Source: an optimization exercise on an open RTL-to-GDS flow (aim: small area, a short achievable clock period and few clock cycles per item). Production flows keep margins and buffers that such runs may drop. In this exercise RTL edits were held to simulation tests only and were not proved equivalent to the original.

Design sixel_color_conv, start of the top module:
module sixel_color_conv (
    input  wire        clk,
    input  wire        rst,
    input  wire        in_valid,
    output wire        in_ready,
    input  wire        in_space,
    input  wire [8:0]  in_p0,
    input  wire [6:0]  in_p1,
    input  wire [6:0]  in_p2,
    output reg         out_valid,
    input  wire        out_ready,
    output wire [31:0] out_color
);
clock: 32.0 ns
lec_check: 0
abc_area: 1
cap_margin: 20
core_margin: 2
core_utilization: 70
cts_cluster_diameter: 150
cts_cluster_size: 30
slew_margin: 20
standard.sh (not shown) runs the stock make flow with config.mk's settings and CLKGATE_MAP_FILE= SYNTH_SCRIPT=/design/flow/synth_recipe.tcl, a recipe that flattens the netlist after the stock synthesis.
==> flow/flow/run.sh <==
#!/bin/bash
# The standard layout (the standard.sh, unchanged synthesis), with one
# change: the buffers ORFS puts on every input and output port are buf_2
# cells instead of the default pick. The make output goes to flow.log.
set -euo pipefail
bash standard.sh "BUFFER_PORTS_ARGS=-buffer_cell sky130_fd_sc_hd__buf_2" finish > flow.log 2>&1
The baseline ran to the end with no violations.
Testbench counts at the start, summed over its fixed seeds: cycles 16,040, items 16,000.
Edit:
==> flow/run.sh (new file) <==
#!/bin/bash
# synth_recipe.tcl (not shown) runs the flow's synth.tcl, then flattens the netlist and writes it again
# the make line also repeats each setting of config.mk as NAME=value (left out here)
make -C /OpenROAD-flow-scripts/flow DESIGN_CONFIG=/design/flow/config.mk WORK_HOME=/design/flow/orfs CLKGATE_MAP_FILE= SYNTH_SCRIPT=/design/flow/synth_recipe.tcl finish
CTS_CLUSTER_DIAMETER = 100   (was 150)
CTS_CLUSTER_SIZE = 22   (was 30)
removed: flow/flow/run.sh
removed: flow/standard.sh
Effect: Non-clock buffer count does not change; die area stays the same; setup slack loses 0.61 ns; clock-buffer cell count goes up by 6; via count is about the same; critical path depth goes down by 34; wire length goes down slightly; maximum frequency goes down by a little under a tenth; utilization goes up by 1.4 points.
Edit:
CTS_BUF_LIST = sky130_fd_sc_hd__clkbuf_8   (was not set)
CTS_CLUSTER_DIAMETER = not set   (was 100)
CTS_CLUSTER_SIZE = not set   (was 22)
The new run produced a clean layout.
Via count grows by 1.2%.
Global-route usage grows by 0.41 points.
Utilization grows by 1.4 points.
Design area grows by 1.8%.
Critical path depth is unchanged.
Final cell count grows by 1.7%.
Edit:
==> flow/flow/run.sh (new file) <==
#!/bin/bash
# The standard layout (the standard.sh, unchanged synthesis), with one
# change: the buffers ORFS puts on every input and output port are buf_2
# cells instead of the default pick. The make output goes to flow.log.
set -euo pipefail
bash standard.sh "BUFFER_PORTS_ARGS=-buffer_cell sky130_fd_sc_hd__buf_2" finish > flow.log 2>&1
==> flow/standard.sh (new file) <==
#!/bin/bash
# synth_recipe.tcl (not shown) runs the flow's synth.tcl, then flattens the netlist and writes it again
# the make line also repeats each setting of config.mk as NAME=value (left out here)
make -C /OpenROAD-flow-scripts/flow DESIGN_CONFIG=/design/flow/config.mk WORK_HOME=/design/flow/orfs CLKGATE_MAP_FILE= SYNTH_SCRIPT=/design/flow/synth_recipe.tcl "${@:-finish}"
removed: flow/run.sh
Effect: Routed wire length climbs by 1.2%. Non-clock buffer count does not change. Maximum frequency climbs by 7.1%.

---

== pepper ==
Another version of the RTL of sixel_color_conv (not shown whole).
Size: roughly 220 flip-flops, about 19000 um^2 of cells after synthesis.
==> flow/config.mk <==
export PLATFORM = sky130hd
export DESIGN_NAME = sixel_color_conv
export DESIGN_NICKNAME = sixel_color_conv
export VERILOG_FILES = /design/flow/design.v
export SDC_FILE = /design/flow/constraint.sdc
export NUM_CORES = 4
export LEC_CHECK = 0
export ABC_AREA = 1
export CAP_MARGIN = 20
export CORE_MARGIN = 2
export CORE_UTILIZATION = 70
export CTS_CLUSTER_DIAMETER = 100
export CTS_CLUSTER_SIZE = 22
export SLEW_MARGIN = 50
==> flow/constraint.sdc <==
create_clock -name core_clock -period 32.0 [get_ports {clk}]
set_input_delay 6.4000 -clock core_clock [delete_from_list [all_inputs] [get_ports {clk}]]
set_output_delay 6.4000 -clock core_clock [all_outputs]
set_load 0.01 [all_outputs]
==> flow/flow/run.sh <==
#!/bin/bash
# The standard layout (the standard.sh, unchanged synthesis), with one
# change: the buffers ORFS puts on every input and output port are buf_2
# cells instead of the default pick. The make output goes to flow.log.
set -euo pipefail
bash standard.sh "BUFFER_PORTS_ARGS=-buffer_cell sky130_fd_sc_hd__buf_2" finish > flow.log 2>&1
Testbench counts of pepper, summed over its fixed seeds: cycles 16,040, items 16,000.
#### Input delta (juniper over pepper)
- SLEW_MARGIN changed from 50 to 65
## What came out
- Compare juniper and pepper | growth of design area from synthesis to finish lower: pepper
- Compared with pepper, wire length after detailed routing in juniper increased slightly.
- Sort juniper and pepper by via count, ascending, and pepper comes first.
- Going from pepper to juniper, non-clock buffer contribution to total cell area grows by 0.45 points.
- Going from pepper to juniper, highest clock frequency the design can meet went up about 2.4%, sequential cell area shows no meaningful change, number of inserted filler cells in the final layout closely matched the old numbers.
Changes in garnet relative to juniper:
- a change of SLEW_MARGIN from 65 to 80
--- outcome ---
- Of the two values seen for worst setup path endpoint, out_color[8] was produced by garnet and out_color[6] by juniper.
- Looking at garnet and juniper, the setup slack is a wash.
- Per the comparison of garnet with juniper, wire length on met2 now larger, number of placed instances, taps included now larger.

---

== east ==
Another version of the RTL of sixel_color_conv (not shown whole).
Size: roughly 210 flip-flops, ~62 I/O pins.
clock: 32.0 ns
lec_check: 0
abc_area: 1
cap_margin: 20
core_margin: 2
core_utilization: 65
slew_margin: 20
run.sh (not shown) runs the stock make flow with config.mk's settings and CLKGATE_MAP_FILE= SYNTH_SCRIPT=/design/flow/synth_recipe.tcl, a recipe that flattens the netlist after the stock synthesis.
Stock flow here: none of the scripts above is used.
east finished all stages; the layout is clean.
Testbench counts of east, summed over its fixed seeds: cycles 16,040, items 16,000.
### east -> west
- a change of CORE_UTILIZATION from 65 to 40
Findings:
- east has a lower shortest clock period the worst path allows after layout than west.
- Lower slew at the pin closest to its max-slew limit was reported by west, not east.
- Diff east -> west: number of primary I/O pins level; die area moved up; sequential share of layout area moved down; worst slew margin relative to its limit moved up; total number of vias moved down.
- Worst hold slack in west vs east: down 0.015 ns
- Clock buffer count in the final layout (higher): west

---

sixel_color_conv, a different RTL version from the one above (not shown whole).
Size in the first run: ~2200 cells after synthesis, about 210 flip-flops, ~62 I/O pins, ~0.019 mm^2 of cells after synthesis.
export LEC_CHECK = 0
export ABC_AREA = 1
export CAP_MARGIN = 20
export CORE_MARGIN = 2
export CORE_UTILIZATION = 70
export SLEW_MARGIN = 20
create_clock -name core_clock -period 32.0 [get_ports {clk}]
standard.sh (not shown) runs the stock make flow with config.mk's settings and CLKGATE_MAP_FILE= SYNTH_SCRIPT=/design/flow/synth_recipe.tcl, a recipe that flattens the netlist after the stock synthesis.
Scripts as last shown in full above: flow/flow/run.sh
The starting point passed the timing, design-rule and antenna checks.
Testbench counts at the start, summed over its fixed seeds: cycles 16,040, items 16,000.
Next try:
Settings changed: CTS_BUF_LIST from default to sky130_fd_sc_hd__clkbuf_8.
Maximum frequency increases by about 0.75%.
Register-to-register slack improved by 0.06 ns.
Design area decreases by 0.38%.
First-iteration DRC count increases by about 3%.
Worst hold slack hardly moves.
Wire length decreases by about 1.4%.

---

== 06-13 ==
Another version of the RTL of sixel_color_conv (not shown whole).
Size: about 2,300 cells after synthesis, ~210 flip-flops, about 20,000 sq um of cells after synthesis.
clock: 32.0 ns
lec_check: 0
abc_area: 1
cap_margin: 20
core_margin: 2
core_utilization: 40
slew_margin: 20
run.sh (not shown) runs the stock make flow with config.mk's settings and CLKGATE_MAP_FILE= SYNTH_SCRIPT=/design/flow/synth_recipe.tcl, a recipe that flattens the netlist after the stock synthesis.
Stock flow here: none of the scripts above is used.
Testbench counts of 06-13, summed over its fixed seeds: cycles 16,040, items 16,000.
The following lists how 06-25 was set up differently from 06-13:
-- flow/config.mk --
<<< 06-13, line 11
export CORE_UTILIZATION = 40
>>> 06-25, line 11
export CORE_UTILIZATION = 70
--- outcome ---
Status | 06-13 and 06-25 | clean. 06-13 has a higher total non-filler cell area in the finished layout than 06-25. When 06-25 is set beside 06-13, its worst setup timing slack at the placement stage turns out to be 0.17 ns smaller. Number of optimization iterations in the first detailed-route pass in 06-25 vs 06-13: up 2.

---

sixel_color_conv, a different RTL version from the one above (not shown whole).
Size: about 2200 cells after synthesis, roughly 220 flip-flops, ~62 I/O pins, roughly 19000 sq um of cells after synthesis.
clock: 32.0 ns
lec_check: 0
abc_area: 1
cap_margin: 20
core_margin: 2
core_utilization: 70
cts_cluster_diameter: 100
cts_cluster_size: 22
slew_margin: 65
standard.sh (not shown) runs the stock make flow with config.mk's settings and CLKGATE_MAP_FILE= SYNTH_SCRIPT=/design/flow/synth_recipe.tcl, a recipe that flattens the netlist after the stock synthesis.
Scripts as last shown in full above: flow/flow/run.sh
Testbench counts at the start, summed over its fixed seeds: cycles 16,040, items 16,000.
Next try:
--- a/flow/config.mk
+++ b/flow/config.mk
@@ -12,3 +12,3 @@
 export CTS_CLUSTER_DIAMETER = 100
 export CTS_CLUSTER_SIZE = 22
-export SLEW_MARGIN = 65
+export SLEW_MARGIN = 20
Result: Routed wire length decreases by 2.2%; via count decreases by 1.5%; worst hold slack loses 0.0069 ns; cell area fell by 1.2%; non-clock buffer count came out lower by 10; clock-buffer cell count does not change.

---

sixel_color_conv, a different RTL version from the one above (not shown whole).
Size: about 220 flip-flops, roughly 62 I/O pins.
==> flow/design.v (excerpt) <==
module sixel_color_conv (
    input  wire        clk,
    input  wire        rst,
    input  wire        in_valid,
    output wire        in_ready,
    input  wire        in_space,
    input  wire [8:0]  in_p0,
    input  wire [6:0]  in_p1,
    input  wire [6:0]  in_p2,
    output reg         out_valid,
    input  wire        out_ready,
    output wire [31:0] out_color
);
export LEC_CHECK = 0
export ABC_AREA = 1
export CAP_MARGIN = 20
export CORE_MARGIN = 2
export CORE_UTILIZATION = 70
export CTS_CLUSTER_DIAMETER = 100
export CTS_CLUSTER_SIZE = 22
export SLEW_MARGIN = 20
create_clock -name core_clock -period 32.0 [get_ports {clk}]
Scripts as last shown in full above: flow/flow/run.sh
Testbench counts at the start, summed over its fixed seeds: cycles 16,040, items 16,000.
==> next run, changes <==
==> flow/run.sh (new file) <==
#!/bin/bash
# synth_recipe.tcl (not shown) runs the flow's synth.tcl, then flattens the netlist and writes it again
# the make line also repeats each setting of config.mk as NAME=value (left out here)
make -C /OpenROAD-flow-scripts/flow DESIGN_CONFIG=/design/flow/config.mk WORK_HOME=/design/flow/orfs CLKGATE_MAP_FILE= SYNTH_SCRIPT=/design/flow/synth_recipe.tcl finish
removed: flow/flow/run.sh
removed: flow/standard.sh
Result:
- The new run completed with no timing, DRC or antenna violations
- area after synthesis does not change
- fmax came out lower by a few percent
- via count came out higher slightly
- sequential share of layout area came out lower by 0.40 points
- worst setup slack degrades by 380 ps
- cell count hardly moves
- global-route usage came out higher by 0.26 points
- first-iteration DRC count came out higher by about a fifth
- wire length came out higher slightly

---

sixel_color_conv, a different RTL version from the one above (not shown whole).
Size: about 2200 cells after synthesis, roughly 220 flip-flops, roughly 62 I/O pins, about 0.019 sq mm of cells after synthesis.
==> flow/config.mk <==
export PLATFORM = sky130hd
export DESIGN_NAME = sixel_color_conv
export DESIGN_NICKNAME = sixel_color_conv
export VERILOG_FILES = /design/flow/design.v
export SDC_FILE = /design/flow/constraint.sdc
export NUM_CORES = 4
export LEC_CHECK = 0
export ABC_AREA = 1
export CAP_MARGIN = 20
export CORE_MARGIN = 2
export CORE_UTILIZATION = 70
export CTS_CLUSTER_DIAMETER = 100
export CTS_CLUSTER_SIZE = 22
export SLEW_MARGIN = 20
==> flow/constraint.sdc <==
create_clock -name core_clock -period 32.0 [get_ports {clk}]
set_input_delay 6.4000 -clock core_clock [delete_from_list [all_inputs] [get_ports {clk}]]
set_output_delay 6.4000 -clock core_clock [all_outputs]
set_load 0.01 [all_outputs]
==> flow/flow/run.sh <==
#!/bin/bash
# The standard layout (the standard.sh, unchanged synthesis), with one
# change: the buffers ORFS puts on every input and output port are buf_2
# cells instead of the default pick. The make output goes to flow.log.
set -euo pipefail
bash standard.sh "BUFFER_PORTS_ARGS=-buffer_cell sky130_fd_sc_hd__buf_2" finish > flow.log 2>&1
Testbench counts at the start, summed over its fixed seeds: cycles 16,040, items 16,000.
Rerun with:
Settings changed: SLEW_MARGIN 20 to 65.
=>
- wire length stays flat
- non-clock buffer count rose by 8
- register-to-register slack loses 0.05 ns
- setup slack gains 0.13 ns
- area after synthesis does not change
- global-route usage rose by 0.41 points
- design area climbs by 0.98%
- count of clock-buffer cells in the layout is unchanged

==> separate check: timing with driven ports <==
Ports are ideal in the flow. The routed layouts listed here were re-timed in OpenROAD.
Step 1 sets driving cells, clkbuf_16 on the clock port and buf_2 on the other inputs (assumed; they add their load-dependent delay and slew).
Step 2, shift: input delay + t, output delay - t, t = (earliest + latest rising clock arrival at the registers) / 2. This alone moves slack from input paths to output paths.
Slacks: no drivers / after step 1 / after step 2; pairs: no drivers / after step 1.
run | t, ns | setup WS [ns] | worst setup path at the end | cell pins on the clock port's net
the first run of note 1 | 0.531 | 24.541 / 24.510 / 24.089 | input to register | 1
the second run of note 1 | 0.541 | 23.934 / 23.962 / 23.421 | input to register | 1
the third run of note 1 | 0.591 | 23.994 / 24.017 / 23.426 | input to register | 1
the fourth run of note 1 | 0.576 | 24.523 / 24.474 / 24.059 | input to register | 1
pepper | 0.524 | 24.412 / 24.442 / 23.917 | input to register | 1
juniper | 0.528 | 24.592 / 24.543 / 24.168 | input to register | 1
garnet | 0.529 | 24.592 / 24.539 / 24.281 | input to register | 1
east | 0.553 | 22.430 / 22.457 / 21.904 | input to register | 1
west | 0.587 | 21.792 / 21.815 / 21.228 | input to register | 1
the first run of note 4 | 0.575 | 23.623 / 23.623 / 23.623 | register to register | 1
the second run of note 4 | 0.559 | 23.685 / 23.685 / 23.685 | register to register | 1
06-13 | 0.579 | 23.918 / 23.918 / 23.421 | input to register | 1
06-25 | 0.569 | 23.755 / 23.755 / 23.331 | input to register | 1
the first run of note 6 | 0.536 | 24.406 / 24.355 / 23.993 | input to register | 1
the second run of note 6 | 0.526 | 24.063 / 24.096 / 23.570 | input to register | 1
the first run of note 7 | 0.528 | 24.293 / 24.322 / 23.794 | input to register | 1
the second run of note 7 | 0.528 | 23.910 / 23.927 / 23.399 | input to register | 1
the first run of note 8 | 0.526 | 24.299 / 24.331 / 23.805 | input to register | 1
the second run of note 8 | 0.526 | 24.432 / 24.379 / 24.211 | input to register | 1
After both steps setup and hold are still met in every run listed. The setup slack of the third run of note 1, which loses most, moves by +0.023 ns with the drivers and by -0.568 ns with both steps.
